From an optimization exercise on the open Yosys and OpenROAD flow, aimed at small area, a short achievable clock period and few clock cycles per item; shortcuts taken in it are not production practice.
Function was checked by simulation only, so behaviour that the tests miss may differ from the original.
Power figures rest on the tool's default switching activity, not on a simulated workload.

File: flow/run.sh
#!/bin/bash
set -euo pipefail
bash standard.sh finish SETUP_SLACK_MARGIN=6.5 > standard_make.log 2>&1
File: standard.sh
#!/bin/bash
# synth_recipe.tcl (not shown) runs the flow's synth.tcl, then flattens the netlist and writes it again
# the make line also repeats each setting of config.mk as NAME=value (left out here)
make -C /OpenROAD-flow-scripts/flow DESIGN_CONFIG=/design/flow/config.mk WORK_HOME=/design/flow/orfs CLKGATE_MAP_FILE= SYNTH_SCRIPT=/design/flow/synth_recipe.tcl "${@:-finish}"
File: config.mk
export PLATFORM = sky130hd
export DESIGN_NAME = qvlc_enc
export DESIGN_NICKNAME = qvlc_enc
export VERILOG_FILES = /design/flow/design.v
export SDC_FILE = /design/flow/constraint.sdc
export NUM_CORES = 4
export LEC_CHECK = 0
export CAP_MARGIN = 20
export CORE_MARGIN = 2
export CORE_UTILIZATION = 70
export CTS_CLUSTER_DIAMETER = 100
export CTS_CLUSTER_SIZE = 30
export SETUP_SLACK_MARGIN = 5
export SLEW_MARGIN = 20
File: constraint.sdc
create_clock -name core_clock -period 9.0 [get_ports {clk}]
set_input_delay 1.8000 -clock core_clock [delete_from_list [all_inputs] [get_ports {clk}]]
set_output_delay 1.8000 -clock core_clock [all_outputs]
set_load 0.01 [all_outputs]
File: design.v
module qvlc_enc (
    input  wire        clk,
    input  wire        rst,         
    input  wire        in_valid,
    output wire        in_ready,
    input  wire [15:0] in_coef,     
    input  wire [3:0]  in_qno,      
    input  wire [1:0]  in_cls,      
    input  wire        in_mode,     
    output wire        out_valid,
    input  wire        out_ready,
    output wire [15:0] out_val,     
    output wire [4:0]  out_len,     
    output wire        out_last,    
    output wire        out_err,     
    output wire [11:0] out_bits     
);
    localparam RL = 64;             
    reg  [RL*9-1:0] ring;           
    wire [8:0]      ring_in;        
    always @(posedge clk)
        ring <= {ring[(RL-1)*9-1:0], ring_in};
    wire [8:0] tap  = ring[61*9 +: 9];    
    reg        rdy;                 
    reg  [5:0] wd;                  
    reg  [6:0] sd;
    reg        fd, sd_st, sd_err;
    wire [6:0] span = sd + {6'd0, fd} - {6'd0, sd_st} - {sd_err, 6'd0};
    reg  [5:0] wj;                  
    reg  [3:0] qe;                  
    reg        c3;                  
    reg        mode;
    reg        werr;                
    reg  [5:0] widx;                
    reg        pv;                  
    reg        pdc;                 
    reg  [7:0] pamp;                
    reg        pneg;                
    reg        pend;
    wire in_fire = in_valid && rdy && !rst;
    function [2:0] shift_of(input [3:0] e, input c, input [1:0] z);
        reg [3:0] qs;
        begin
            qs = e + {2'd0, z};
            shift_of = (qs[3:2] == 2'd0) ? {2'd0, c} : qs[3:1] - 3'd1;
        end
    endfunction
    reg  [2:0] sh;                  
    wire [5:0] wj1   = wj + 6'd1;
    wire [3:0] in_qe = 4'd8 - {1'b0, in_qno[3:1]} - {3'd0, in_qno == 4'd15} +
                       {2'd0, in_cls == 2'd3, 1'b0};
    reg  [2:0] sh_1;
    always @(*) begin
        case (in_qno[3:1])
            3'd0:    sh_1 = 3'd3;
            3'd1:    sh_1 = in_mode ? 3'd3 : 3'd2;
            3'd2:    sh_1 = 3'd2;
            3'd3:    sh_1 = in_mode ? 3'd2 : 3'd1;
            3'd4:    sh_1 = 3'd1;
            3'd5:    sh_1 = in_mode ? 3'd1 : 3'd0;
            default: sh_1 = 3'd0;
        endcase
        if (in_cls == 2'd3) sh_1 = sh_1 + 3'd1;
    end
    wire [2:0] sh_n  = (wj == 6'd0) ? sh_1
                                    : shift_of(qe, c3, mode ? wj1[1:0] : wj1[5:4]);
    wire [14:0] ix  = in_coef[14:0];
    reg         ibig;
    always @(*) begin
        case (sh)
            3'd0:    ibig = in_coef[15] ? !((&ix[14:8])  && (|ix[7:0]))  : (|ix[14:8]);
            3'd1:    ibig = in_coef[15] ? !((&ix[14:9])  && (|ix[8:0]))  : (|ix[14:9]);
            3'd2:    ibig = in_coef[15] ? !((&ix[14:10]) && (|ix[9:0]))  : (|ix[14:10]);
            3'd3:    ibig = in_coef[15] ? !((&ix[14:11]) && (|ix[10:0])) : (|ix[14:11]);
            3'd4:    ibig = in_coef[15] ? !((&ix[14:12]) && (|ix[11:0])) : (|ix[14:12]);
            default: ibig = in_coef[15] ? !((&ix[14:13]) && (|ix[12:0])) : (|ix[14:13]);
        endcase
    end
    wire        x_neg = in_coef[15];
    wire [7:0]  v     = (ix >> sh) ^ {8{x_neg}};
    reg         c;
    always @(*) begin
        case (sh)
            3'd0:    c = x_neg;
            3'd1:    c = x_neg & (ix[0]   == 1'd0);
            3'd2:    c = x_neg & (ix[1:0] == 2'd0);
            3'd3:    c = x_neg & (ix[2:0] == 3'd0);
            3'd4:    c = x_neg & (ix[3:0] == 4'd0);
            default: c = x_neg & (ix[4:0] == 5'd0);
        endcase
    end
    wire [7:0]  q_amp = v + {7'd0, c};
    wire        p_nz  = (pamp != 8'd0);
    assign ring_in = pv ? {pdc || (pneg && p_nz), pdc ? 8'd0 : pamp}
                        : ring[(RL-1)*9 +: 9];
    reg        ract;                
    reg  [5:0] run;
    reg        rz0, rz1, rz2;       
    reg  [5:0] rd;                  
    reg        al;                  
    wire [8:0] look = ring[60*9 +: 9];
    wire       lz   = (look[7:0] == 8'd0);
    wire       la1  = (look[7:0] == 8'd1);
    reg        tz, ta1, ta2, ta3;   
    reg        tm;                  
    reg        ov;                  
    reg [15:0] oval;
    reg  [4:0] olen;
    reg        olast;
    reg        ofirst;              
    reg        oerr;
    reg  [9:0] obits;               
    wire       ospace = !ov || out_ready;
    wire [7:0] amp   = tap[7:0];
    wire       sgn   = tap[8];
    wire [5:0] r     = ract ? run : 6'd0;
    wire       r_0   = !ract || rz0;
    wire       r_1   = ract && rz1;
    wire       r_2   = ract && rz2;
    wire       is_eob = tm;
    wire       split1 = tz && !lz && (!la1 || !(r_0 || r_1));
    reg [15:0] t_val;
    reg  [4:0] t_len;
    always @(*) begin
        if (is_eob) begin
            t_val = 16'h0006; t_len = 5'd4;
        end else if (tz) begin                         
            if (r_0) begin t_val = 16'h007C;           t_len = 5'd7;  end
            else     begin t_val = {10'h07E, r};       t_len = 5'd13; end
        end else if (ta1 && r_1) begin
            t_val = {11'd0, 4'b0111, sgn};  t_len = 5'd5;
        end else if (ta1 && r_2) begin
            t_val = {10'd0, 5'b10100, sgn}; t_len = 5'd6;
        end else if (ta1) begin
            t_val = {14'd0, 1'b0, sgn};     t_len = 5'd3;
        end else if (ta2) begin
            t_val = {12'd0, 3'b010, sgn};   t_len = 5'd4;
        end else if (ta3) begin
            t_val = {11'd0, 4'b1000, sgn};  t_len = 5'd5;
        end else begin
            t_val = {7'b1111111, amp, sgn}; t_len = 5'd16;
        end
    end
    wire emit    = is_eob || !tz || split1;
    wire start   = !ract && pend;                       
    wire do_err  = start && werr && ospace;
    wire can_go  = al && (ract || (pend && !werr));
    wire step    = can_go && (!emit || ospace);
    wire load    = (step && emit) || do_err;
    wire s_le63 = (span[6] == 1'b0);
    wire s_64   = (span == 7'd64);
    wire s_65   = (span == 7'd65);
    wire span_ok = do_err || s_le63 || (s_64 && !(in_fire && !step)) ||
                   (s_65 && step && !in_fire);
    assign in_ready = rdy;
    always @(posedge clk) begin
        if (rst) begin
            rdy    <= 1'b1;
            wd     <= 6'd1;
            rd     <= 6'd2;
            al     <= 1'b1;
            sd     <= 7'd0;
            fd     <= 1'b0;
            sd_st  <= 1'b0;
            sd_err <= 1'b0;
            wj     <= 6'd0;
            pv     <= 1'b0;
            pdc    <= 1'b0;
            pend   <= 1'b0;
            ract   <= 1'b0;
            ov     <= 1'b0;
            ofirst <= 1'b1;
        end else begin
            wd   <= in_fire ? wd : wd - 6'd1;
            sd     <= span;
            fd     <= in_fire;
            sd_st  <= step;
            sd_err <= do_err;
            rdy  <= (in_fire || wd == 6'd2) && span_ok;
            pv   <= in_fire;
            pdc  <= in_fire && (wj == 6'd0);
            if (in_fire) wj <= wj + 6'd1;
            if (in_fire && wj == 6'd63) pend <= 1'b1;
            else if (start && (do_err || step)) pend <= 1'b0;
            rd <= step ? rd : rd - 6'd1;
            al <= step ? al : (rd == 6'd3);
            if (step) begin
                ract <= !is_eob;
                run  <= tz ? r + 6'd1 : 6'd0;
                rz0  <= !tz;
                rz1  <= tz && r_0;
                rz2  <= tz && r_1;
            end
            if (load) ov <= 1'b1;
            else if (out_ready) ov <= 1'b0;
            if (load) ofirst <= do_err || is_eob;
        end
    end
    always @(posedge clk) begin
        if (in_fire && wj == 6'd0) begin
            qe   <= in_qe;
            c3   <= (in_cls == 2'd3);
            mode <= in_mode;
        end
        if (in_fire && (!werr || wj == 6'd1))
            widx <= wj;
        if (in_fire && wj != 6'd0)
            werr <= ibig || (werr && wj != 6'd1);
        if (in_fire) sh <= sh_n;
        pamp  <= q_amp;
        pneg  <= x_neg;
        tz  <= lz;
        ta1 <= la1;
        tm  <= lz && look[8];
        ta2 <= (look[7:0] == 8'd2);
        ta3 <= (look[7:0] == 8'd3);
        if (load) begin
            oerr  <= do_err;
            olast <= do_err || is_eob;
            oval  <= do_err ? {10'd0, widx} : t_val;
            olen  <= do_err ? 5'd0 : t_len;
            obits <= do_err ? 10'd0 : (ofirst ? 10'd0 : obits) + {5'd0, t_len};
        end
    end
    assign out_valid = ov;
    assign out_val   = oval;
    assign out_len   = olen;
    assign out_last  = olast;
    assign out_err   = oerr;
    assign out_bits  = {2'd0, obits};
endmodule
==> results of run 1 <==
## worst paths after layout
check	endpoint	slack (ns)	depth (start not counted)	start
setup reg to reg	pamp[7]$_DFF_P_	5.97	10	sh[1]$_DFFE_PP_
hold / removal	ring[230]$_DFF_P_	0.32	0	ring[221]$_DFF_P_
setup / recovery	pamp[7]$_DFF_P_	5.82	10	in_coef[0]
hold reg to reg	ring[230]$_DFF_P_	0.32	0	ring[221]$_DFF_P_
## state kept, by name, summed over array words and instances (netlist names), 3 cells and up
name and cells:
obits 10, olen 5, oval 11, pamp 8
qe 4, rd 6, ring 576, run 6
sd 7, sh 3, wd 6, widx 6
wj 6
## report_power, final
part           internal [mW]  switching, mW  leakage (nW)
logic                  0.117          0.119          2.05
registers               3.28         0.0920          5.61
clock network          0.543          0.854         0.347
total                   3.94           1.07          8.01
## worst max-delay path, delay by kind of cell
| family | cells | cell delay (ns) |
|---|---|---|
| compound gates | 3 | 0.49 |
| xor+xnor | 1 | 0.15 |
| fa+ha+maj | 1 | 0.25 |
| buf+inv | 1 | 0.10 |
| mux | 1 | 0.32 |
| simple gates | 3 | 0.60 |
## metrics by stage
stage	instances	hold WS [ns]	power (mW)	setup WS [ns]	util (%)
final	1667	0.3220	5.011	5.817	81.54
after global routing	1667	0.3324	5.189	5.735	81.54
after CTS	1655	0.3271	5.012	5.755	80.11
after detailed placement	1567	0.3121	3.615	4.763	75.07
after global placement	1567	0.3098	3.602	4.804	75.07
after floorplan	1209	0.3096	3.545	5.453	-
## repair_timing
item	in CTS	in global routing
buffers inserted	52	11
cloned	1	1
pin swaps	40	47
endpoints found under the setup margin	137	91
resized for setup	295	63
## logic make-up after synthesis
kind of cell	count (synthesis)	share of synthesized area [%]
flip-flops	678	80.18
AND/OR/NAND/NOR	227	6.409
AO/OA/AOI/OAI	124	4.773
buffers and inverters	73	1.892
XOR/XNOR	45	2.241
adder cells (fa/ha/maj)	35	2.660
multiplexers	25	1.828
other	1	0.02132
## cell usage after synthesis (4+ instances only)
master	count	area, sq um
a211oi_1	6	45.04
a21o_1	9	67.56
a21oi_1	30	150.1
a31oi_1	5	31.28
and2_1	15	93.84
and3_1	4	25.02
buf_2	4	20.02
buf_4	8	60.06
clkbuf_1	18	67.56
dfxtp_1	625	12510
edfxtp_1	53	1592
fa_1	4	80.08
ha_1	31	387.9
inv_1	39	146.4
mux2_2	4	45.04
mux2i_1	16	160.2
mux4_2	4	90.09
nand2_1	48	180.2
nand2b_1	9	56.30
nand3_1	12	60.06
nand4_1	4	25.02
nor2_1	76	285.3
nor2b_1	16	100.1
nor3_1	14	70.07
nor4_1	5	31.28
o211ai_1	5	37.54
o21ai_0	27	135.1
o22ai_1	9	56.30
o31a_1	4	35.03
or3_1	9	56.30
xnor2_1	23	201.4
xor2_1	22	192.7
## cell usage in the layout (no fill, tap or decap), types with 6 or more instances in the layout
cell           instances
mux2i_1               12
clkbuf_1               7
nand2b_1               7
a21oi_2                9
or3_1                  9
dlygate4sd2_1          9
buf_2                 33
xnor2_1               19
o21ai_2                8
inv_2                  7
ha_4                   7
nor2_1                68
a21o_1                 8
dfxtp_4                7
dfxtp_1              614
and2_1                12
nand3_1                6
a21oi_1               19
buf_4                 57
nor2_4                 6
edfxtp_1              53
ha_2                   7
nor3_1                 9
o21ai_0               16
inv_1                 29
xor2_1                19
o22ai_1                9
nand2_1               45
ha_1                  17
buf_6                 16
clkbuf_16             27
nor2b_1               14
## routing by layer
metal / vias to the layer above / part of all wire (%)
met5: - / 0
li1: 4231 / -
met4: 0 / 1.9
met2: 273 / 50
met1: 4267 / 43
met3: 56 / 5.2
## area by class of cell
class / instances / area, sq um
Multi-Input combinational cell: 459 / 3859
Inverter: 39 / 161.4
Fill cell: 1299 / 4594
Clock inverter: 2 / 46.29
Timing Repair Buffer: 126 / 1006
Tap cell: 330 / 412.9
Sequential cell: 678 / 14130
Clock buffer: 33 / 676.9
==> run notes, run 1 <==
setup tns final 0 ns; GRT Max-Usage Layer met2; clk buf depth 3; clk sinks 678; first-pass GRT wire length 46,120 um; Mapped Area 0.01759 sq mm; RSZ-0062 raised after global routing true; DR vias 8,827; initial antenna violation count 0; Clock transition at path regs 0.11 ns; largest net degree at the start of global routing 41; Yosys warning total 1; CTS tree built; nets 1,392; Non-Filler Cell Area, Final 0.02030 sq mm; Post-CTS Hold Fix Bufs 0; Tightest Hold Check Type reg2reg; # IOs 64; outcome complete, no violations; Worst EP required 9.52 ns; Syn Area/Cell 14.56 sq um; Seq cells post-synth 678; wire per inst 18.25 um; grt total ovfl 0; port bufs 61; first-pass detailed-route iteration total 5; CP Max Fanout 4; PD cells 246.9 mW/mm^2; critical path type in2reg; grt met3 use 3.565%; DRC Markers 0; drt total wl 30,420 um; Clk Latency, worst-skew pair 0.59 ns; Max stage delay on crit path 0.38 ns; clock skew 0.01703 ns; post-route antenna net violation count 0; critical path arrival 3.71 ns; EDFF count, synth 53; VDD IR max 0.0002268 V; critical path startpoint category input port; cells after synthesis 1,208; Slowest cell on crit path or3_4; fin crit share 35.36%; Max Cap Viol 0; Netlist cell types 68; met1 GRT Util 29.95%; DP HPWL 15,530 um; die width 162.5 um; worst-margin pin slew 0.9227 ns; fraction of registers with async set/reset 0%; All-Layer GR Usage 22.13%; vias in the first global route 8,869; Final Hold Fails 0; crit path time final 3.183 ns; crit path capture type register; CTS H-tree lvls 1; share of post-route cells with drive strength above 1 20.72%; die area 0.02641 sq mm; CP cell instances buf_8 > or3_4 > o41ai_2 > o21ai_1 > a21boi_1 > ha_2 > nand2_2 > mux2_4 > nor4_4 > xor2_1; iteration-0 DRC count of the detailed router 632; Fmax 0.3142 GHz; Lkg Pwr 8.012 nW; Synth Flop Type dfxtp_1; GP Congestion 0.8410; Layout area overhead 15.39%; Root Buffer clkbuf_16; Max-slew headroom 38.48%; die height 162.5 um; CTS Buf Count 26; Ant. Diodes 0; Final Max Slew Viols 0; Initial Util 70.67%; register area share after synthesis 80.18%; Final setup viols 0; dpl cell area 0.01869 sq mm; met2 usage 37.68%; CORE AREA 0.02489 sq mm; Via density 5.295; row cnt 58
Testbench counts, summed over its fixed seeds: cycles 21,000, blocks 320.
==> run 2: changes to the inputs <==
--- a/config.mk
+++ b/config.mk
@@ -10,3 +10,4 @@
 export CORE_UTILIZATION = 70
-export CTS_CLUSTER_DIAMETER = 100
+export CTS_BUF_LIST = sky130_fd_sc_hd__clkbuf_8 sky130_fd_sc_hd__clkbuf_16
+export CTS_CLUSTER_DIAMETER = 60
 export CTS_CLUSTER_SIZE = 30
==> run notes, run 2 <==
cells after synthesis 1,208 (unchanged); clk sinks 678 (unchanged); commonest cells after routing, fill and taps aside dfxtp_1, nor2_1, edfxtp_1; Final setup viols 0 (unchanged); die width 162.5 um (unchanged); top cells by count, synth dfxtp_1, nor2_1, edfxtp_1; die height 162.5 um (unchanged); critical path arrival 3.71 ns (about the same); Layout area overhead 16.10%; Ant. Diodes 0 (unchanged); outcome complete, no violations; Netlist cell types 68 (unchanged); Worst R2R End pamp[7]$_DFF_P_; Tightest Hold Check Type reg2reg; Sw Pwr 1.153 mW (+8.2%); portion of netlist area occupied by mux cells 1.828% (unchanged); multi-input combinational cell area 0.003804 sq mm (-1.4%); grt total ovfl 0 (unchanged); crit path capture type register; DP HPWL 15,530 um (unchanged); wire per inst 18.96 um (+3.9%); PD cells 254.9 mW/mm^2 (+3.2%); Root Buffer clkbuf_16; Final Power 5.205 mW (+3.9%); clk buf depth 3 (unchanged); Post-CTS Hold Fix Bufs 0 (unchanged); critical path type in2reg; post-synth top area cell dfxtp_1; main combinational cell family by area after synthesis simple AND/OR/NAND/NOR gates; Clk Latency, worst-skew pair 0.59 ns (about the same); Clock transition at path regs 0.11 ns (about the same); register area share after synthesis 80.18% (unchanged); count leader, synth dfxtp_1; hold path start ring[221]$_DFF_P_; commonest non-fill, non-tap cell in the layout dfxtp_1; xor/xnor share of the synthesized area 2.241% (unchanged); die area 0.02641 sq mm (unchanged); largest net degree at the start of global routing 32 (-22%); clock skew 0.02454 ns (+0.007517 ns); Via density 5.312 (+0.32%); reg2reg start sh[1]$_DFFE_PP_; CORE AREA 0.02489 sq mm (unchanged); Synth Flop Type dfxtp_1; top cell type's share of synthesized area 71.13% (unchanged); vias in the first global route 8,993 (+1.4%); iteration-0 DRC count of the detailed router 816 (+29%); Synth Area in Compound Gates 4.773% (unchanged); RSZ-0062 raised after global routing true; register area 0.01413 sq mm (unchanged); Seq pwr share 64.9% (-2.5 points); GP Congestion 0.8410 (unchanged); Worst EP required 9.52 ns (about the same); Max Cap Viol 0 (unchanged); All-Layer GR Usage 23.21% (+1.1 points); fraction of registers with async set/reset 0% (unchanged); DRC Markers 0 (unchanged); post-route antenna net violation count 0 (unchanged); setup tns final 0 ns (unchanged); Hold Crit Depth 0 (unchanged); initial antenna violation count 0 (unchanged); CTS Buf Count 30 (+15%); largest registers ring x576, oval x11, obits x10; first-pass detailed-route iteration total 5 (unchanged); EDFF count, synth 53 (unchanged); VDD IR max 0.0002194 V (-3.3%); CTS H-tree lvls 1 (unchanged); Yosys warning total 1 (unchanged); first-pass GRT wire length 47,910 um (+3.9%); # IOs 64 (unchanged); Initial Util 70.67% (unchanged); adder-cell share of the synthesized area 2.660% (unchanged); Post-Synth Simple-Gate Area 6.409% (unchanged); fin crit share 35.40% (+0.042 points); fillers 1,220 (-6.1%); Final Hold Fails 0 (unchanged); crit path time final 3.186 ns (+0.003740 ns); Largest register FFs 576 (unchanged); CTS tree built; Syn Area/Cell 14.56 sq um (unchanged); worst-margin pin slew 0.8849 ns (-0.03779 ns); Synth area leaders dfxtp_1, edfxtp_1, ha_1, nor2_1, xnor2_1; R2R Setup Slk 6.07 ns (+0.10 ns); share of post-route cells with drive strength above 1 20.42% (-0.30 points); Final Max Slew Viols 0 (unchanged); Lkg Pwr 8.117 nW (+1.3%); Switching Fraction 22.15% (+0.87 points); Logic pwr share 4.4% (-0.3 points); row cnt 58 (unchanged); Biggest register ring; CP Max Fanout 4 (unchanged); nets 1,391 (-0.072%); Seq cells post-synth 678 (unchanged); cell-internal power 4.052 mW (+2.7%); worst reg2reg path depth 10 (unchanged); port bufs 61 (unchanged); Fmax 0.3138 GHz (-0.12%); Hold Path End ring[230]$_DFF_P_; clock network fraction of total power 30.8% (+2.9 points); DR vias 8,882 (+0.62%); critical path startpoint category input port; Mapped Area 0.01759 sq mm (unchanged); drt total wl 31,710 um (+4.2%); Max-slew headroom 41.00% (+2.5 points)
## run 2: worst max-delay path by stage
| stage | slack [ns] | depth (start not counted) | start | endpoint |
|---|---|---|---|---|
| after floorplan | 5.45 | 9 | in_coef[2] | pamp[7]$_DFF_P_ |
| after global placement | 4.80 | 6 | in_coef[15] | werr$_DFFE_PP_ |
| after detailed placement | 4.76 | 6 | in_coef[15] | werr$_DFFE_PP_ |
| after CTS | 5.76 | 10 | in_coef[2] | pamp[7]$_DFF_P_ |
| after global routing | 5.74 | 10 | in_coef[2] | pamp[7]$_DFF_P_ |
| final | 5.81 | 10 | in_coef[2] | pamp[7]$_DFF_P_ |
## run 2: layout make-up
| class | count | share of cell area, % |
|---|---|---|
| clock inverter | 14 | 0.8699 |
| multi-input combinational | 459 | 18.62 |
| sequential | 678 | 69.21 |
| timing repair buffer | 121 | 4.730 |
| clock buffer | 31 | 3.743 |
| inverter | 39 | 0.8025 |
| tap | 330 | 2.022 |
## run 2: power groups by stage
stage                     registers [mW]  clock network [mW]  logic, mW
final                               3.38                1.60      0.226
after global routing                3.40                1.74      0.247
after CTS                           3.38                1.62      0.211
after detailed placement            3.44                   0      0.179
after global placement              3.43                   0      0.175
after floorplan                     3.39                   0      0.151
## run 2: kinds of logic (layout without fill, tap and decap cells)
| group | after synthesis | after routing |
|---|---|---|
| XOR/XNOR | 45 | 45 |
| multiplexers | 25 | 25 |
| other | 1 | 2 |
| AND/OR/NAND/NOR | 227 | 228 |
| flip-flops | 678 | 678 |
| AO/OA/AOI/OAI | 124 | 124 |
| buffers and inverters | 73 | 205 |
| adder cells (fa/ha/maj) | 35 | 35 |
## run 2: per-layer routing
layer	routed length, um	GRT usage, %
met4	852	7.281
met3	1546	3.158
met1	13450	31.07
met5	0	0
met2	15860	39.79
## run 2: timing repair
item	in CTS	in global routing
endpoints found under the setup margin	140	85
cloned	2	0
gates resized for setup	285	54
pin swaps	36	35
setup buffers	48	10
## run 2: worst max-delay path, cell delays in order
cell,delay [ns]
buf_8,0.10
or3_4,0.38
o41ai_2,0.19
o21ai_1,0.10
a21boi_1,0.18
ha_2,0.24
nand2_2,0.08
mux2_4,0.32
nor4_4,0.15
xor2_1,0.15
## run 2: stage by stage
step	cells	util [%]	cell area, sq um	setup WS, ns	hold slack [ns]
final	1672	82.05	20420	5.814	0.3242
after global routing	1672	82.05	20420	5.743	0.3243
after floorplan	1209	-	17910	5.453	0.3096
after CTS	1662	80.79	20110	5.761	0.3262
after detailed placement	1567	75.07	18690	4.763	0.3121
after global placement	1567	75.07	18690	4.804	0.3098
==> run 3: changes to the inputs <==
--- a/design.v
+++ b/design.v
@@ -36,3 +36,4 @@
     reg        pdc;                 
-    reg  [7:0] pamp;                
+    reg  [7:0] pv8;                 
+    reg        pc;
     reg        pneg;                
@@ -91,3 +92,3 @@
     end
-    wire [7:0]  q_amp = v + {7'd0, c};
+    wire [7:0]  pamp  = pv8 + {7'd0, pc};
     wire        p_nz  = (pamp != 8'd0);
@@ -209,3 +210,4 @@
         if (in_fire) sh <= sh_n;
-        pamp  <= q_amp;
+        pv8   <= v;
+        pc    <= c;
         pneg  <= x_neg;
--- a/config.mk
+++ b/config.mk
@@ -9,5 +9,4 @@
 export CORE_MARGIN = 2
-export CORE_UTILIZATION = 70
-export CTS_BUF_LIST = sky130_fd_sc_hd__clkbuf_8 sky130_fd_sc_hd__clkbuf_16
-export CTS_CLUSTER_DIAMETER = 60
+export CORE_UTILIZATION = 50
+export CTS_CLUSTER_DIAMETER = 80
 export CTS_CLUSTER_SIZE = 30
==> run notes, run 3 <==
most used cell, CP buf_6; crit path capture type output port; Fmax 0.3252 GHz (+3.6%); first-pass GRT wire length 40,940 um (-15%); Initial Util 50.73% (-20 points); register area share after synthesis 80.80% (+0.63 points); DR vias 8,203 (-7.6%); All-Layer GR Usage 13.78% (-9.4 points); CORE AREA 0.03446 sq mm (+38%); iteration-0 DRC count of the detailed router 380 (-53%); critical path type reg2out; CTS H-tree lvls 1 (unchanged); die area 0.03647 sq mm (+38%); largest net degree at the start of global routing 32 (unchanged); Max Cap Viol 0 (unchanged); Final setup viols 0 (unchanged); VDD IR max 0.0002051 V (-6.5%); CP cell instances buf_6 > buf_6; # IOs 64 (unchanged); Worst EP required 7.20 ns (-2.32 ns); Root Buffer clkbuf_16; Final Max Slew Viols 0 (unchanged); top cells by count, synth dfxtp_1, nor2_1, edfxtp_1; Final Hold Fails 0 (unchanged); die width 191.0 um (+18%); Mapped Area 0.01748 sq mm (-0.63%); Via density 4.603 (-13%); nets 1,382 (-0.65%); delay-heaviest family, CP flip-flops; PD cells 246.6 mW/mm^2 (-3.2%); outcome complete, no violations; WP buf/inv 2 (+1); Yosys warning total 1 (unchanged); commonest cells after routing, fill and taps aside dfxtp_1, nor2_1, buf_4; top cell type's share of synthesized area 71.70% (+0.57 points); Post-CTS Hold Fix Bufs 0 (unchanged); DRC Markers 0 (unchanged); initial antenna violation count 0 (unchanged); Seq cells post-synth 679 (+0.15%); Max-slew headroom 32.20% (-8.8 points); Synth Flop Type dfxtp_1; Final Power 5.038 mW (-3.2%); Ant. Diodes 0 (unchanged); CP Max Fanout 3 (-1); grt total ovfl 0 (unchanged); DP HPWL 14,410 um (-7.2%); vias in the first global route 8,023 (-11%); Clock transition at path regs 0.11 ns (about the same); drt total wl 24,910 um (-21%); GP Congestion 0.8133 (-3.3%); commonest non-fill, non-tap cell in the layout dfxtp_1; Max stage delay on crit path 0.44 ns (+0.06 ns); clock skew 0.01600 ns (-0.008546 ns); Biggest register ring; crit path time final 3.075 ns (-0.1113 ns); critical path startpoint category register; share of post-route cells with drive strength above 1 20.57% (+0.16 points); Clk Latency, worst-skew pair 0.58 ns (about the same); cells after synthesis 1,196 (-0.99%); RSZ-0062 raised after global routing true; worst-margin pin slew 1.017 ns (+0.1321 ns); Synth area leaders dfxtp_1, edfxtp_1, ha_1, nor2_1, xnor2_1; critical path arrival 1.28 ns (-2.43 ns); clk buf depth 3 (unchanged); fin crit share 34.17% (-1.2 points); Largest register FFs 576 (unchanged); Tightest Hold Check Type reg2reg; CTS tree built; largest registers ring x576, oval x11, obits x10; port bufs 61 (unchanged); post-route antenna net violation count 0 (unchanged); EDFF count, synth 53 (unchanged); Netlist cell types 59 (-13%); die height 191.0 um (+18%); Syn Area/Cell 14.61 sq um (+0.36%); post-synth top area cell dfxtp_1; setup tns final 0 ns (unchanged); count leader, synth dfxtp_1; row cnt 68 (+17%); Lkg Pwr 8.017 nW (-1.2%); fraction of registers with async set/reset 0% (unchanged); CTS Buf Count 27 (-10%); Slowest cell on crit path edfxtp_1; wire per inst 13.98 um (-26%); first-pass detailed-route iteration total 5 (unchanged); Layout area overhead 16.89%; clk sinks 679 (+0.15%)
run 3: changes by cell type in the layout (fill, tap and decap cells not counted), sizes merged, moves of 4 or more:
cell | before | now
o21ai | 27 | 19
xor2 | 22 | 18
clkbuf | 31 | 36
nor3 | 14 | 22
nand2 | 48 | 40
o31a | 4 | 0
inv | 47 | 41
xnor2 | 23 | 29
nand3 | 12 | 16
nand3b | 2 | 6
nor2 | 77 | 82
mux2 | 4 | 0
run 3: logic make-up after synthesis:
family,Yosys count,share of synthesized area [%]
AO/OA/AOI/OAI,102,3.765
XOR/XNOR,47,2.355
adder cells (fa/ha/maj),36,2.742
buffers and inverters,72,1.704
flip-flops,679,80.80
multiplexers,24,1.947
other,1,0.02145
AND/OR/NAND/NOR,235,6.664
run 3: repair_timing:
action	4_1_cts	5_1_grt
setup buffers	54	8
gates cloned	2	1
pin swaps	56	27
resized for setup	292	35
endpoints found under the setup margin	140	80
run 3: where the power goes:
group	switching, mW	internal (mW)
combinational	0.0992	0.115
clock	0.841	0.595
sequential	0.0825	3.31
total	1.02	4.02
run 3: per-layer routing:
metal  GRT usage, %  wire [um]
met1          20.56      12940
met2          20.93      10440
met3          2.038        963
met4          3.846        566
met5              0          0
run 3: metrics by stage:
step	hold WS, ns	std cells	setup WS [ns]	area, sq um	utilization, %
final	0.3257	1782	5.925	20430	59.29
after global routing	0.3367	1782	5.869	20430	59.29
after CTS	0.3197	1773	5.896	20270	58.81
after detailed placement	0.3121	1681	4.842	18820	54.60
after global placement	0.3104	1681	4.925	18820	54.60
after floorplan	0.3096	1197	5.735	17890	-
run 3: worst paths after layout:
path,cells after the start,start,endpoint,slack [ns]
worst max-delay path,2,oval[11]$_SDFFCE_PP0P_,out_val[10],5.92
worst min-delay path,0,ring[434]$_DFF_P_,ring[443]$_DFF_P_,0.33
worst max register to register,11,wj[0]$_SDFFE_PP0P_,sh[2]$_DFFE_PP_,6.27
worst min register to register,0,ring[434]$_DFF_P_,ring[443]$_DFF_P_,0.33
run 3: layout make-up:
type | instances | area, sq um
clock buffer | 32 | 737.0
clock inverter | 4 | 50.05
fill | 2688 | 14030
inverter | 39 | 166.4
multi-input combinational | 447 | 3739
sequential | 679 | 14160
tap | 455 | 569.3
timing repair buffer | 125 | 1003
timing repair inverter | 1 | 8.758
Testbench counts of run 3, summed over its fixed seeds: cycles 21,000, blocks 320.
==> run 4: changes to the inputs <==
==> flow/run.sh (replaced) <==
#!/bin/bash
set -euo pipefail
bash standard.sh finish SETUP_SLACK_MARGIN=6.8 > standard_make.log 2>&1
--- a/config.mk
+++ b/config.mk
@@ -9,4 +9,4 @@
 export CORE_MARGIN = 2
-export CORE_UTILIZATION = 50
-export CTS_CLUSTER_DIAMETER = 80
+export CORE_UTILIZATION = 60
+export CTS_CLUSTER_DIAMETER = 100
 export CTS_CLUSTER_SIZE = 30
==> run notes, run 4 <==
outcome complete, no violations; Syn Area/Cell 14.61 sq um (unchanged); nets 1,400 (+1.3%); Hold Crit Depth 0 (unchanged); port bufs 61 (unchanged); clk sinks 679 (unchanged); RSZ-0062 raised after global routing true; Worst R2R End sh[2]$_DFFE_PP_; Clk Latency, worst-skew pair 0.57 ns (about the same); Initial Util 60.90% (+10 points); clk buf depth 3 (unchanged); Layout area overhead 19.41%; Final Hold Fails 0 (unchanged); GP Congestion 0.8048 (-1.0%); Largest register FFs 576 (unchanged); fin crit share 33.86% (-0.30 points); fillers 1,862 (-31%); crit path time final 3.048 ns (-0.02744 ns); All-Layer GR Usage 16.91% (+3.1 points); Worst EP required 7.20 ns (about the same); grt met3 use 2.720% (+0.68 points); Max-slew headroom 57.75% (+26 points); Netlist cell types 59 (unchanged); VDD IR max 0.0001805 V (-12%); post-synth top area cell dfxtp_1; Tightest Hold Check Type reg2reg; largest registers ring x576, oval x11, obits x10; Logic pwr share 4.8% (+0.6 points); Non-Filler Cell Area, Final 0.02087 sq mm (+2.2%); Final Max Slew Viols 0 (unchanged); top cells by count, synth dfxtp_1, nor2_1, edfxtp_1; die height 174.7 um (-8.5%); Via density 4.853 (+5.4%); first-pass detailed-route iteration total 5 (unchanged); # IOs 64 (unchanged); Yosys warning total 1 (unchanged); Fmax 0.3281 GHz (+0.90%); commonest cells after routing, fill and taps aside dfxtp_1, nor2_1, edfxtp_1, buf_4, buf_6; CP Max Fanout 3 (unchanged); worst-margin pin slew 0.6337 ns (-0.3833 ns); share of post-route cells with drive strength above 1 25.34% (+4.8 points); dpl cell area 0.01877 sq mm (-0.26%); row cnt 62 (-8.8%); cells after synthesis 1,196 (unchanged); critical path startpoint category register; first-pass GRT wire length 42,320 um (+3.4%); die area 0.03051 sq mm (-16%); Root Buffer clkbuf_16; CORE AREA 0.02870 sq mm (-17%); CTS tree built; GRT Max-Usage Layer met2; clock skew 0.02695 ns (+0.01095 ns); Synth area leaders dfxtp_1, edfxtp_1, ha_1, nor2_1, xnor2_1; Ant. Diodes 0 (unchanged); worst reg2reg path depth 11 (unchanged); met2 usage 26.10% (+5.2 points); setup tns final 0 ns (unchanged); Final setup viols 0 (unchanged); grt total ovfl 0 (unchanged); CTS H-tree lvls 1 (unchanged); Biggest register ring; Clock transition at path regs 0.11 ns (about the same); iteration-0 DRC count of the detailed router 409 (+7.6%); largest net degree at the start of global routing 32 (unchanged); met1 GRT Util 24.85% (+4.3 points); DR vias 8,376 (+2.1%); Hold Path End ring[332]$_DFF_P_; fraction of registers with async set/reset 0% (unchanged); die width 174.7 um (-8.5%); Sw Pwr 1.021 mW (-0.17%); reg2reg start wj[0]$_SDFFE_PP0P_; DRC Markers 0 (unchanged); top cell type's share of synthesized area 71.70% (unchanged); wire per inst 14.81 um (+6.0%); crit path capture type output port; initial antenna violation count 0 (unchanged); count leader, synth dfxtp_1; Lkg Pwr 8.220 nW (+2.5%); Synth Flop Type dfxtp_1; commonest non-fill, non-tap cell in the layout dfxtp_1; cell-internal power 3.993 mW (-0.56%); CTS Buf Count 27 (unchanged); Max Cap Viol 0 (unchanged); drt total wl 25,570 um (+2.6%); PD cells 240.2 mW/mm^2 (-2.6%); Seq pwr share 67.6% (+0.3 points); vias in the first global route 8,520 (+6.2%); critical path arrival 1.25 ns (-0.03 ns); critical path type reg2out; critical path launch point oval[11]$_SDFFCE_PP0P_; hold path start ring[323]$_DFF_P_; DP HPWL 14,310 um (-0.69%); clock network fraction of total power 27.6% (-0.9 points); Mapped Area 0.01748 sq mm (unchanged); Seq cells post-synth 679 (unchanged); register area share after synthesis 80.80% (unchanged); post-route antenna net violation count 0 (unchanged); R2R Setup Slk 6.31 ns (+0.04 ns); Switching Fraction 20.36% (+0.064 points); EDFF count, synth 53 (unchanged)
## run 4: worst max path at each step
stage / cells past startpoint / to
global placement: 7 / werr$_DFFE_PP_
floorplan: 6 / werr$_DFFE_PP_
global route: 2 / out_val[12]
detailed placement: 7 / werr$_DFFE_PP_
finish: 2 / out_val[10]
CTS: 2 / out_val[10]
## run 4: power groups by stage
stage	Sequential (mW)	Combinational, mW	Clock, mW
after detailed placement	3.46	0.180	0
after global routing	3.42	0.262	1.53
after floorplan	3.43	0.150	0
after global placement	3.46	0.178	0
final	3.39	0.240	1.38
after CTS	3.40	0.225	1.43
## run 4: layout make-up
class | count | area (sq um) | area share (%)
clock buffer | 30 | 686.9 | 3.291
tap | 384 | 480.5 | 2.302
multi-input combinational | 449 | 4038 | 19.34
sequential | 679 | 14160 | 67.85
timing repair inverter | 2 | 27.53 | 0.1319
timing repair buffer | 140 | 1257 | 6.024
inverter | 39 | 166.4 | 0.7973
clock inverter | 3 | 55.05 | 0.2638
## run 4: per-stage QoR
stage          worst slack, ns  std cells  power, mW  util, %  hold slack, ns
6_report                 5.952       1726      5.014    72.72          0.3295
5_1_grt                  5.906       1726      5.214    72.72          0.3357
4_1_cts                  5.920       1710      5.059    71.45          0.3293
3_5_place_dp             4.776       1610      3.645    65.38          0.3121
3_3_place_gp             4.909       1610      3.637    65.38          0.3111
2_1_floorplan            5.735       1197      3.575        -          0.3096
## run 4: worst max-delay path, stage by stage (launching register included)
cell and delay [ns]:
edfxtp_1 0.43, buf_6 0.15, buf_6 0.11
## run 4: cell families after synthesis
kind of cell	Yosys count	synth area share (%)
simple gates	235	6.664
fa+ha+maj	36	2.742
xor+xnor	47	2.355
compound gates	102	3.765
buf+inv	72	1.704
mux	24	1.947
flops	679	80.80
other cells	1	0.02145
## run 4: per-layer routing
metal | vias to the layer above | wire (um) | share of wire (%)
met3 | 48 | 895 | 3.5
met2 | 136 | 11330 | 44
li1 | 4206 | - | -
met1 | 3986 | 12650 | 49
met5 | - | 0 | 0
met4 | 0 | 687 | 2.7
## run 4: timing repair
| item | 4_1_cts | 5_1_grt |
|---|---|---|
| pin swaps | 78 | 41 |
| gates resized for setup | 398 | 62 |
| hold buffers | 0 | 0 |
| setup buffers | 61 | 16 |
| cloned | 6 | 0 |
| setup endpoints to repair | 168 | 134 |
==> run 5: changes to the inputs <==
==> flow/run.sh (replaced) <==
#!/bin/bash
set -euo pipefail
bash standard.sh finish SETUP_SLACK_MARGIN=6.2 > standard_make.log 2>&1
==> run notes, run 5 <==
final worst slack 5.957 ns (+0.004790 ns); die height 174.7 um (unchanged); cells after synthesis 1,196 (unchanged); Hold Crit Depth 0 (unchanged); Clock transition at path regs 0.11 ns (about the same); nets 1,352 (-3.4%); Clk Latency, worst-skew pair 0.57 ns (about the same); post-synth top area cell dfxtp_1; worst-margin pin slew 0.8135 ns (+0.1797 ns); Initial Util 60.90% (unchanged); Fmax 0.3286 GHz (+0.16%); largest net degree at the start of global routing 32 (unchanged); count leader, synth dfxtp_1; CORE AREA 0.02870 sq mm (unchanged); clk sinks 679 (unchanged); pre-CTS setup slack 4.855 ns (+0.07933 ns); DRC Markers 0 (unchanged); Biggest register ring; critical path arrival 1.24 ns (about the same); Lkg Pwr 7.853 nW (-4.5%); GP Congestion 0.7988 (-0.75%); port bufs 61 (unchanged); fin cells 1,679 (-2.7%); die width 174.7 um (unchanged); die area 0.03051 sq mm (unchanged); vias in the first global route 7,863 (-7.7%); Seq cells post-synth 679 (unchanged); setup tns final 0 ns (unchanged); CTS Buf Count 26 (-3.7%); Post-CTS Hold Fix Bufs 0 (unchanged); row cnt 62 (unchanged); Mapped Area 0.01748 sq mm (unchanged); Max-slew headroom 45.77% (-12 points); Yosys warning total 1 (unchanged); crit path capture type output port; outcome complete, no violations; Worst EP required 7.20 ns (about the same); Synth Flop Type dfxtp_1; critical path type reg2out; VDD IR max 0.0001562 V (-13%); CP Max Fanout 2 (-1); placed cells 1,610 (unchanged); Ant. Diodes 0 (unchanged); first-pass detailed-route iteration total 4 (-1); Syn Area/Cell 14.61 sq um (unchanged); grt total ovfl 0 (unchanged); RSZ-0062 raised after global routing true; crit path time final 3.043 ns (-0.004790 ns); Final Max Slew Viols 0 (unchanged); fillers 2,058 (+11%); # IOs 64 (unchanged); PD cells 249.7 mW/mm^2 (+4.0%); Synth area leaders dfxtp_1, edfxtp_1, ha_1, nor2_1, xnor2_1; EDFF count, synth 53 (unchanged); worst hold slack 0.3247 ns (-0.004773 ns); register area share after synthesis 80.80% (unchanged); initial antenna violation count 0 (unchanged); Via density 4.775 (-1.6%); commonest non-fill, non-tap cell in the layout dfxtp_1; iteration-0 DRC count of the detailed router 350 (-14%); post-route antenna net violation count 0 (unchanged); critical path startpoint category register; top cells by count, synth dfxtp_1, nor2_1, edfxtp_1; Netlist cell types 59 (unchanged); Max Cap Viol 0 (unchanged); Non-Filler Cell Area, Final 0.01971 sq mm (-5.6%); Layout area overhead 12.78%; fin crit share 33.81% (-0.053 points); Final setup viols 0 (unchanged); DP HPWL 14,100 um (-1.5%); commonest cells after routing, fill and taps aside dfxtp_1, nor2_1, edfxtp_1; Tightest Hold Check Type reg2reg; fraction of registers with async set/reset 0% (unchanged); Root Buffer clkbuf_16; All-Layer GR Usage 15.43% (-1.5 points); clock skew 0.01484 ns (-0.01211 ns); CTS H-tree lvls 1 (unchanged); DR vias 8,018 (-4.3%); largest registers ring x576, oval x11, obits x10; wire per inst 14.00 um (-5.5%); share of post-route cells with drive strength above 1 14.36% (-11 points); drt total wl 23,510 um (-8.0%); clk buf depth 3 (unchanged); Largest register FFs 576 (unchanged); top cell type's share of synthesized area 71.70% (unchanged); dpl cell area 0.01858 sq mm (-0.98%); first-pass GRT wire length 38,720 um (-8.5%); worst reg2reg path depth 11 (unchanged); Final Hold Fails 0 (unchanged); CTS tree built
## run 5: what timing repair did
action | 4_1_cts | 5_1_grt
cloned | 3 | 0
pin swaps | 14 | 24
buffers inserted | 26 | 7
setup endpoints to repair | 71 | 50
gates resized for setup | 209 | 51
## run 5: layer usage
metal | GRT usage [%] | routed length [um] | share of wire, %
met1 | 23.38 | 12090 | 51
met2 | 23.47 | 10180 | 43
met3 | 2.350 | 844 | 3.6
met4 | 3.924 | 395 | 1.7
met5 | 0 | 0 | 0
## run 5: kinds of logic (layout without fill, tap and decap cells)
family                     Yosys count  count (layout)  synth area share (%)
buffers and inverters               72             169                 1.704
muxes                               24              24                 1.947
DFF                                679             679                 80.80
adders and majority gates           36              36                 2.742
other                                1               2               0.02145
AOI/OAI and AO/OA                  102             102                 3.765
and+or+nand+nor                    235             236                 6.664
xor gates and xnor gates            47              47                 2.355
## run 5: area by class of cell
cell class                 count  area [sq um]  area share (%)
timing repair inverter         1         6.256         0.03173
sequential                   679         14150           71.78
clock inverter                 2         32.53          0.1650
tap                          384         480.5           2.437
clock buffer                  31         669.4           3.396
timing repair buffer          96         783.3           3.973
inverter                      39         158.9          0.8060
multi-input combinational    447          3433           17.42
## run 5: metrics by stage
step / power, mW / util, %
2_1_floorplan: 3.557 / -
3_3_place_gp: 3.622 / 64.74
3_5_place_dp: 3.630 / 64.74
4_1_cts: 4.974 / 67.97
5_1_grt: 5.136 / 68.68
6_report: 4.923 / 68.68
## run 5: worst paths after layout
check | slack [ns] | from | to
worst max-delay path | 5.96 | oval[11]$_SDFFCE_PP0P_ | out_val[12]
worst min register to register | 0.32 | ring[18]$_DFF_P_ | ring[27]$_DFF_P_
worst min-delay path | 0.32 | ring[18]$_DFF_P_ | ring[27]$_DFF_P_
worst max register to register | 6.28 | wj[1]$_SDFFE_PP0P_ | sh[2]$_DFFE_PP_
## run 5: power by group
part	internal, mW	switching [mW]	total [mW]
combinational	0.0972	0.0896	0.187
clock	0.536	0.809	1.34
sequential	3.31	0.0846	3.39
## run 5: worst max-delay path, cell delays in order (launching register included)
cell	delay (ns)
edfxtp_1	0.42
buf_4	0.16
buf_6	0.11
==> run 6: changes to the inputs <==
==> flow/run.sh (replaced) <==
#!/bin/bash
set -euo pipefail
bash standard.sh finish SETUP_SLACK_MARGIN=5.8 > standard_make.log 2>&1
==> run notes, run 6 <==
# IOs 64 (unchanged); initial antenna violation count 0 (unchanged); port bufs 61 (unchanged); die width 174.7 um (unchanged); worst reg2reg path depth 11 (unchanged); Layout area overhead 10.12%; count leader, synth dfxtp_1; Clk Latency, worst-skew pair 0.57 ns (about the same); DR vias 7,890 (-1.6%); cells after synthesis 1,196 (unchanged); iteration-0 DRC count of the detailed router 371 (+6.0%); first-pass GRT wire length 38,610 um (-0.28%); outcome complete, no violations; fillers 2,133 (+3.6%); Final Hold Fails 0 (unchanged); vias in the first global route 7,800 (-0.80%); worst-margin pin slew 0.9548 ns (+0.1413 ns); Max stage delay on crit path 0.49 ns (+0.07 ns); Netlist cell types 59 (unchanged); GRT Max-Usage Layer met1; Ant. Diodes 0 (unchanged); CTS Buf Count 26 (unchanged); crit path time final 3.198 ns (+0.1553 ns); clk buf depth 3 (unchanged); Via density 4.785 (+0.19%); top cell type's share of synthesized area 71.70% (unchanged); Fmax 0.3127 GHz (-4.9%); Hold Path End ring[508]$_DFF_P_; Worst EP required 9.28 ns (+2.08 ns); All-Layer GR Usage 15.38% (-0.046 points); register area 0.01413 sq mm (-0.14%); die area 0.03051 sq mm (unchanged); crit path capture type register; post-route antenna net violation count 0 (unchanged); Tightest Hold Check Type reg2reg; GP Congestion 0.8131 (+1.8%); fraction of registers with async set/reset 0% (unchanged); Mapped Area 0.01748 sq mm (unchanged); Synth area leaders dfxtp_1, edfxtp_1, ha_1, nor2_1, xnor2_1; Yosys warning total 1 (unchanged); nets 1,322 (-2.2%); commonest cells after routing, fill and taps aside dfxtp_1, nor2_1, edfxtp_1; EDFF count, synth 53 (unchanged); Clock transition at path regs 0.10 ns (about the same); grt met3 use 2.198% (-0.15 points); largest registers ring x576, oval x11, obits x10; Biggest register ring; met2 usage 23.07% (-0.40 points); R2R Setup Slk 6.00 ns (-0.28 ns); CP Max Fanout 4 (+2); Initial Util 60.90% (unchanged); Synth Flop Type dfxtp_1; top cells by count, synth dfxtp_1, nor2_1, edfxtp_1; Slowest cell on crit path clkdlybuf4s50_1; grt total ovfl 0 (unchanged); Root Buffer clkbuf_16; post-synth top area cell dfxtp_1; setup tns final 0 ns (unchanged); reg2reg start wj[0]$_SDFFE_PP0P_; fin crit share 35.53% (+1.7 points); hold path start ring[499]$_DFF_P_; WP buf/inv 1 (-1); DP HPWL 14,270 um (+1.2%); register area share after synthesis 80.80% (unchanged); clock skew 0.02791 ns (+0.01307 ns); met1 GRT Util 23.59% (+0.21 points); die height 174.7 um (unchanged); commonest non-fill, non-tap cell in the layout dfxtp_1; share of post-route cells with drive strength above 1 6.087% (-8.3 points); CORE AREA 0.02870 sq mm (unchanged); critical path arrival 3.48 ns (+2.24 ns); critical path type in2reg; Syn Area/Cell 14.61 sq um (unchanged); wire per inst 14.08 um (+0.55%); Largest register FFs 576 (unchanged); CTS H-tree lvls 1 (unchanged); Max Cap Viol 0 (unchanged); Post-CTS Hold Fix Bufs 0 (unchanged); delay-heaviest family, CP compound AO/OA/AOI/OAI gates; Final Max Slew Viols 0 (unchanged); PD cells 255.7 mW/mm^2 (+2.4%); DRC Markers 0 (unchanged); row cnt 62 (unchanged); Lkg Pwr 7.610 nW (-3.1%); Final setup viols 0 (unchanged); VDD IR max 0.0002083 V (+33%); largest net degree at the start of global routing 39 (+22%); drt total wl 23,220 um (-1.2%); Max-slew headroom 35.86% (-9.9 points); first-pass detailed-route iteration total 4 (unchanged); Hold Crit Depth 0 (unchanged); clk sinks 679 (unchanged); RSZ-0062 raised after global routing true; CTS tree built; worst hold slack 0.3214 ns (-0.003340 ns); CP cell instances clkdlybuf4s50_1 > nor3_2 > nor2_1 > a21oi_1 > o31ai_2 > a2111oi_2 > o41ai_2; Seq cells post-synth 679 (unchanged); critical path startpoint category input port; Worst R2R End sh[2]$_DFFE_PP_; multi-input combinational cell area 0.003154 sq mm (-8.1%)
[run 6: cell counts after synthesis]
Identical to the previous run, type by type.
[run 6: power breakdown]
| group | total (mW) | internal [mW] | switching (mW) |
|---|---|---|---|
| Clock | 1.36 | 0.551 | 0.809 |
| Combinational | 0.167 | 0.0851 | 0.0815 |
| Sequential | 3.39 | 3.31 | 0.0870 |
[run 6: timing repair]
| action | CTS | global route |
|---|---|---|
| buffers inserted | 4 | 1 |
| pin swaps | 0 | 6 |
| endpoints found under the setup margin | 61 | 24 |
| cloned | 1 | 0 |
| gates resized for setup | 47 | 21 |
[run 6: logic make-up (layout without fill, tap and decap cells)]
group                    count (synthesis)  count (layout)  synth area share, %
XOR/XNOR                                47              47                2.355
flip-flops                             679             679                80.80
buffers and inverters                   72             140                1.704
AO/OA/AOI/OAI                          102             102                3.765
adder cells (fa/ha/maj)                 36              36                2.742
multiplexers                            24              24                1.947
other                                    1               2              0.02145
AND/OR/NAND/NOR                        235             235                6.664
[run 6: cell type report]
class | instances | area share [%]
clock inverters | 1 | 0.08450
repair inverters | 1 | 0.03900
well taps | 384 | 2.496
multi-input cells | 446 | 16.39
repair buffers | 67 | 3.198
inverters | 39 | 0.7800
flip-flops and latches | 679 | 73.41
clock buffers | 32 | 3.608
[run 6: worst max-delay path by stage]
stage                            from             end  slack, ns  cells after the start
after floorplan            in_coef[3]  werr$_DFFE_PP_       5.74                      6
after global placement    in_coef[15]  werr$_DFFE_PP_       4.92                      7
after detailed placement  in_coef[15]  werr$_DFFE_PP_       4.87                      7
after CTS                  in_coef[2]  werr$_DFFE_PP_       5.71                      7
after global routing         in_valid  mode$_DFFE_PP_       5.74                      3
final                     in_coef[13]  werr$_DFFE_PP_       5.80                      7
[run 6: layer usage]
metal	routed length (um)	share of wire, %
met5	0	0
met4	524	2.3
met3	799	3.4
met2	9575	41
met1	12320	53
[run 6: metrics by stage]
step / setup slack, ns / total power [mW] / util [%] / instance area [sq um] / std cells
2_1_floorplan: 5.735 / 3.554 / - / 17530 / 1197
3_3_place_gp: 4.921 / 3.620 / 64.36 / 18470 / 1610
3_5_place_dp: 4.866 / 3.628 / 64.36 / 18470 / 1610
4_1_cts: 5.712 / 4.973 / 66.84 / 19190 / 1648
5_1_grt: 5.739 / 5.125 / 67.06 / 19250 / 1649
6_report: 5.802 / 4.921 / 67.06 / 19250 / 1649
==> run 7: changes to the inputs <==
==> flow/run.sh (replaced) <==
#!/bin/bash
set -euo pipefail
bash standard.sh finish SETUP_SLACK_MARGIN=6.5 > standard_make.log 2>&1
==> run notes, run 7 <==
outcome complete, no violations; nets 1,382 (+4.5%); Layout area overhead 16.07%; cell-internal power 3.952 mW (+0.21%); GRT Max-Usage Layer met2; drt total wl 24,440 um (+5.2%); Max-slew headroom 32.65% (-3.2 points); Logic pwr share 4.2% (+0.8 points); commonest non-fill, non-tap cell in the layout dfxtp_1; # IOs 64 (unchanged); Biggest register ring; met1 GRT Util 23.75% (+0.16 points); top cells by count, synth dfxtp_1, nor2_1, edfxtp_1; cells after synthesis 1,196 (unchanged); Max Cap Viol 0 (unchanged); Synth area leaders dfxtp_1, edfxtp_1, ha_1, nor2_1, xnor2_1; share of post-route cells with drive strength above 1 20.91% (+15 points); Synth Flop Type dfxtp_1; PD cells 243.9 mW/mm^2 (-4.6%); critical path launch point oval[14]$_SDFFCE_PP0P_; Non-Filler Cell Area, Final 0.02029 sq mm (+5.4%); Tightest Hold Check Type reg2reg; Sw Pwr 995.5 uW (+1.9%); EDFF count, synth 53 (unchanged); DRC Markers 0 (unchanged); grt total ovfl 0 (unchanged); top cell type's share of synthesized area 71.70% (unchanged); VDD IR max 0.0001656 V (-21%); Fmax 0.3269 GHz (+4.6%); dpl cell area 0.01873 sq mm (+1.4%); Final setup viols 0 (unchanged); Ant. Diodes 0 (unchanged); CORE AREA 0.02870 sq mm (unchanged); All-Layer GR Usage 15.83% (+0.44 points); clk sinks 679 (unchanged); critical path type reg2out; Initial Util 60.90% (unchanged); R2R Setup Slk 6.24 ns (+0.24 ns); Final Max Slew Viols 0 (unchanged); fraction of registers with async set/reset 0% (unchanged); post-route antenna net violation count 0 (unchanged); Mapped Area 0.01748 sq mm (unchanged); initial antenna violation count 0 (unchanged); worst setup path endpoint out_val[14]; CTS Buf Count 26 (unchanged); fillers 1,996 (-6.4%); critical path startpoint category register; multi-input combinational cell area 0.003796 sq mm (+20%); wire per inst 14.30 um (+1.5%); Yosys warning total 1 (unchanged); commonest cells after routing, fill and taps aside dfxtp_1, nor2_1, edfxtp_1, buf_4, buf_2; Final Hold Fails 0 (unchanged); Netlist cell types 59 (unchanged); met2 usage 24.23% (+1.2 points); Worst EP required 7.20 ns (-2.08 ns); CTS tree built; row cnt 62 (unchanged); CP Max Fanout 3 (-1); first-pass GRT wire length 39,630 um (+2.6%); worst reg2reg path depth 11 (unchanged); worst-margin pin slew 1.010 ns (+0.05550 ns); Clk Latency, worst-skew pair 0.58 ns (about the same); fin crit share 33.99% (-1.5 points); Seq pwr share 68.6% (-0.4 points); Post-CTS Hold Fix Bufs 0 (unchanged); die height 174.7 um (unchanged); Clock transition at path regs 0.12 ns (+0.02 ns); Syn Area/Cell 14.61 sq um (unchanged); setup tns final 0 ns (unchanged); Switching Fraction 20.12% (+0.26 points); clock network fraction of total power 27.2% (-0.4 points); Seq cells post-synth 679 (unchanged); grt met3 use 2.241% (+0.044 points); clk buf depth 3 (unchanged); vias in the first global route 8,049 (+3.2%); DP HPWL 14,020 um (-1.8%); Via density 4.836 (+1.1%); critical path arrival 1.26 ns (-2.22 ns); Worst R2R End sh[2]$_DFFE_PP_; crit path capture type output port; Largest register FFs 576 (unchanged); RSZ-0062 raised after global routing true; iteration-0 DRC count of the detailed router 531 (+43%); register area 0.01416 sq mm (+0.19%); DR vias 8,265 (+4.8%); die width 174.7 um (unchanged); largest registers ring x576, oval x11, obits x10; reg2reg start wj[1]$_SDFFE_PP0P_; crit path time final 3.059 ns (-0.1393 ns); largest net degree at the start of global routing 32 (-18%); GP Congestion 0.7803 (-4.0%); Root Buffer clkbuf_16; Lkg Pwr 7.986 nW (+4.9%); CTS H-tree lvls 1 (unchanged); port bufs 61 (unchanged); count leader, synth dfxtp_1; die area 0.03051 sq mm (unchanged); clock skew 0.02138 ns (-0.006528 ns); post-synth top area cell dfxtp_1; first-pass detailed-route iteration total 5 (+1); register area share after synthesis 80.80% (unchanged)
## run 7: repair_timing
| action | 4_1_cts | 5_1_grt |
|---|---|---|
| endpoints found under the hold margin | 0 | 0 |
| buffers inserted | 56 | 7 |
| setup endpoints to repair | 141 | 88 |
| resized for setup | 275 | 65 |
| gates cloned | 2 | 1 |
| pin swaps | 42 | 48 |
## run 7: power groups by stage
stage	sequential [mW]	combinational (mW)	clock, mW
3_3_place_gp	3.46	0.171	0
6_report	3.39	0.210	1.35
3_5_place_dp	3.46	0.173	0
4_1_cts	3.40	0.198	1.39
5_1_grt	3.42	0.233	1.49
2_1_floorplan	3.42	0.143	0
## run 7: final cells by class
type | count | share of cell area (%)
clock buffer | 30 | 3.281
sequential | 679 | 69.78
timing repair buffer | 126 | 4.847
clock inverter | 3 | 0.1480
multi-input combinational | 447 | 18.71
inverter | 39 | 0.8202
tap | 384 | 2.368
timing repair inverter | 1 | 0.04317
## run 7: kinds of logic (layout without fill, tap and decap cells)
logic type	count (synthesis)	count (layout)	synth area share, %
AOI/OAI and AO/OA	102	102	3.765
xor gates and xnor gates	47	47	2.355
adders and majority gates	36	36	2.742
buffers and inverters	72	199	1.704
DFF	679	679	80.80
muxes	24	24	1.947
other	1	2	0.02145
and+or+nand+nor	235	236	6.664
## run 7: how the worst min path moves through the flow
stage                      start                 to  depth (start not counted)
3_3_place_gp   ring[163]$_DFF_P_  ring[172]$_DFF_P_                          0
2_1_floorplan   ring[91]$_DFF_P_  ring[100]$_DFF_P_                          0
3_5_place_dp   ring[193]$_DFF_P_  ring[202]$_DFF_P_                          0
6_report        ring[19]$_DFF_P_   ring[28]$_DFF_P_                          0
5_1_grt         ring[19]$_DFF_P_   ring[28]$_DFF_P_                          0
4_1_cts         ring[19]$_DFF_P_   ring[28]$_DFF_P_                          0
## run 7: worst max-delay path, stage by stage (launching register included)
cell	delay, ns
edfxtp_1	0.44
buf_6	0.14
buf_6	0.11
## run 7: through the flow
| step | total power, mW | utilization [%] | worst slack (ns) | cells | hold WS [ns] |
|---|---|---|---|---|---|
| after CTS | 4.987 | 69.64 | 5.916 | 1701 | 0.3234 |
| after floorplan | 3.568 | - | 5.735 | 1197 | 0.3096 |
| after global placement | 3.630 | 65.24 | 4.954 | 1610 | 0.3101 |
| after global routing | 5.147 | 70.68 | 5.874 | 1709 | 0.3301 |
| after detailed placement | 3.637 | 65.24 | 4.843 | 1610 | 0.3121 |
| final | 4.948 | 70.68 | 5.941 | 1709 | 0.3182 |
## run 7: routing by layer
layer / up-vias / wire length [um]
met4: 0 / 536
met3: 43 / 909
met1: 3906 / 12290
met2: 148 / 10700
met5: - / 0
li1: 4168 / -
==> run 8: changes to the inputs <==
==> flow/run.sh (replaced) <==
#!/bin/bash
set -euo pipefail
bash standard.sh finish SETUP_SLACK_MARGIN=6.3 "BUFFER_PORTS_ARGS=-buffer_cell sky130_fd_sc_hd__buf_1" > standard_make.log 2>&1
==> run notes, run 8 <==
grt total ovfl 0 (unchanged); Logic pwr share 3.7% (-0.5 points); Post-CTS Hold Fix Bufs 0 (unchanged); commonest non-fill, non-tap cell in the layout dfxtp_1; setup tns final 0 ns (unchanged); Max-slew headroom 46.34% (+14 points); Seq pwr share 68.9% (+0.3 points); Largest register FFs 576 (unchanged); row cnt 62 (unchanged); clock network fraction of total power 27.4% (+0.2 points); nets 1,344 (-2.7%); Final Max Slew Viols 0 (unchanged); Mapped Area 0.01748 sq mm (unchanged); Tightest Hold Check Type reg2reg; first-pass GRT wire length 37,560 um (-5.2%); RSZ-0062 raised after global routing true; DRC Markers 0 (unchanged); delay-heaviest family, CP flip-flops; critical path arrival 1.17 ns (-0.09 ns); Slowest cell on crit path edfxtp_1; EDFF count, synth 53 (unchanged); VDD IR max 0.0001791 V (+8.2%); CTS H-tree lvls 1 (unchanged); port bufs 61 (unchanged); largest net degree at the start of global routing 39 (+22%); Final setup viols 0 (unchanged); Root Buffer clkbuf_16; Initial Util 60.90% (unchanged); outcome complete, no violations; Layout area overhead 11.47%; CTS tree built; DR vias 7,942 (-3.9%); Max Cap Viol 0 (unchanged); R2R Setup Slk 6.36 ns (+0.12 ns); CORE AREA 0.02870 sq mm (unchanged); Lkg Pwr 7.673 nW (-3.9%); commonest cells after routing, fill and taps aside dfxtp_1, nor2_1, edfxtp_1; crit path capture type output port; top cells by count, synth dfxtp_1, nor2_1, edfxtp_1; Worst R2R End sh[2]$_DFFE_PP_; Synth area leaders dfxtp_1, edfxtp_1, ha_1, nor2_1, xnor2_1; share of post-route cells with drive strength above 1 13.99% (-6.9 points); Synth Flop Type dfxtp_1; iteration-0 DRC count of the detailed router 384 (-28%); All-Layer GR Usage 14.86% (-0.97 points); cell-internal power 3.936 mW (-0.42%); Hold Path End ring[54]$_DFF_P_; fin crit share 33.01% (-0.98 points); Final Hold Fails 0 (unchanged); WP buf/inv 1 (-1); post-synth top area cell dfxtp_1; clk sinks 679 (unchanged); Sw Pwr 983.0 uW (-1.3%); worst reg2reg path depth 12 (+1); Clk Latency, worst-skew pair 0.57 ns (about the same); reg2reg start wj[1]$_SDFFE_PP0P_; clk buf depth 3 (unchanged); Worst EP required 7.20 ns (about the same); Seq cells post-synth 679 (unchanged); critical path type reg2out; clock skew 0.01758 ns (-0.003808 ns); CP Max Fanout 4 (+1); hold path start ring[45]$_DFF_P_; drt total wl 22,780 um (-6.8%); Clock transition at path regs 0.11 ns (about the same); PD cells 252.4 mW/mm^2 (+3.5%); CTS Buf Count 26 (unchanged); count leader, synth dfxtp_1; die area 0.03051 sq mm (unchanged); GP Congestion 0.7821 (+0.23%); cells after synthesis 1,196 (unchanged); die height 174.7 um (unchanged); worst hold slack 0.3234 ns (+0.005175 ns); Syn Area/Cell 14.61 sq um (unchanged); vias in the first global route 7,611 (-5.4%); largest registers ring x576, oval x11, obits x10; Biggest register ring; DP HPWL 13,830 um (-1.3%); post-route antenna net violation count 0 (unchanged); first-pass detailed-route iteration total 4 (-1); fillers 2,068 (+3.6%); Hold Crit Depth 0 (unchanged); worst-margin pin slew 0.8049 ns (-0.2054 ns); # IOs 64 (unchanged); Switching Fraction 19.98% (-0.14 points); Via density 4.753 (-1.7%); Fmax 0.3366 GHz (+3.0%); Yosys warning total 1 (unchanged); Max stage delay on crit path 0.45 ns (about the same); fraction of registers with async set/reset 0% (unchanged); wire per inst 13.63 um (-4.6%); crit path time final 2.971 ns (-0.08783 ns); initial antenna violation count 0 (unchanged); die width 174.7 um (unchanged); Ant. Diodes 0 (unchanged); Final Power 4.919 mW (-0.59%); CP cell instances clkbuf_2; register area share after synthesis 80.80% (unchanged); Netlist cell types 59 (unchanged); critical path startpoint category register; top cell type's share of synthesized area 71.70% (unchanged)
run 8: layer usage:
layer / GRT usage, % / share of wire, % / vias to the layer above
li1: - / - / 4084
met1: 22.81 / 53 / 3732
met2: 22.35 / 42 / 90
met3: 2.285 / 2.8 / 36
met4: 3.542 / 2.0 / 0
met5: 0 / 0 / -
run 8: power by group through the flow:
stage          combinational [mW]  sequential, mW  clock, mW
6_report                    0.181            3.39       1.35
2_1_floorplan               0.135            3.42          0
4_1_cts                     0.174            3.40       1.39
3_5_place_dp                0.159            3.46          0
5_1_grt                     0.203            3.42       1.50
3_3_place_gp                0.157            3.46          0
run 8: repair_timing:
action | in CTS | in global routing
pin swaps | 18 | 18
setup endpoints to repair | 44 | 50
setup buffers | 14 | 14
resized for setup | 52 | 61
run 8: worst max path at each step:
stage                      startpoint        endpoint  slack, ns  cells past startpoint
2_1_floorplan              in_coef[3]  werr$_DFFE_PP_       5.74                      6
3_3_place_gp              in_coef[15]  werr$_DFFE_PP_       5.36                      6
3_5_place_dp              in_coef[15]  werr$_DFFE_PP_       5.23                      7
4_1_cts        oval[11]$_SDFFCE_PP0P_     out_val[11]       5.99                      1
5_1_grt        oval[11]$_SDFFCE_PP0P_     out_val[11]       5.95                      1
6_report       oval[11]$_SDFFCE_PP0P_     out_val[11]       6.03                      1
run 8: cells by family after synthesis:
logic type,Yosys count,synth area share [%]
AOI/OAI and AO/OA,102,3.765
xor gates and xnor gates,47,2.355
adders and majority gates,36,2.742
DFF,679,80.80
buffers and inverters,72,1.704
other,1,0.02145
muxes,24,1.947
and+or+nand+nor,235,6.664
run 8: metrics by stage:
stage	area, sq um	utilization, %	std cells	setup slack, ns
finish	19480	67.88	1671	6.029
detailed placement	18250	63.57	1610	5.234
floorplan	17750	-	1197	5.735
CTS	19200	66.90	1657	5.990
global placement	18250	63.57	1610	5.359
global route	19480	67.88	1671	5.953
run 8: area by class of cell:
class / count / area [sq um] / share of cell area (%)
multi-input combinational: 446 / 3466 / 17.79
clock buffer: 31 / 669.4 / 3.436
sequential: 679 / 14150 / 72.63
inverter: 39 / 158.9 / 0.8156
timing repair buffer: 90 / 525.5 / 2.697
clock inverter: 2 / 32.53 / 0.1670
tap: 384 / 480.5 / 2.466

[afterwards: timing with drivers on the ports]
The flow's constraints put no driver on any port. The routed layouts listed below were extracted and timed again, unchanged, in two steps.
Step 1: set_driving_cell puts a clkbuf_16 on clk and a buf_2 on each other input, an assumption about the parent block.
Step 2 moves the port delays by t, midway between the first and last clock arrival at a register: inputs arrive t later, outputs are due t later. That takes back most of the time a late clock gives input paths.
Three values: no drivers, after step 1, after step 2; two values: the first two.
| run | t (ns) | setup WS [ns] | worst setup path at the end |
|---|---|---|---|
| run 1 | 0.627 | 5.817 / 5.827 / 5.200 | input to register |
| run 2 | 0.627 | 5.814 / 5.826 / 5.199 | input to register |
| run 3 | 0.615 | 5.925 / 5.875 / 5.436 | input to register |
| run 4 | 0.601 | 5.952 / 5.904 / 5.506 | input to register |
| run 5 | 0.615 | 5.957 / 5.906 / 5.395 | input to register |
| run 6 | 0.603 | 5.802 / 5.810 / 5.224 | input to register |
| run 7 | 0.615 | 5.941 / 5.892 / 5.368 | input to register |
| run 8 | 0.607 | 6.029 / 5.981 / 5.527 | input to register |
After both steps every run listed still meets setup and hold. For run 1, which loses most, drivers alone change the setup slack by +0.010 ns; drivers and shift together by -0.617 ns.
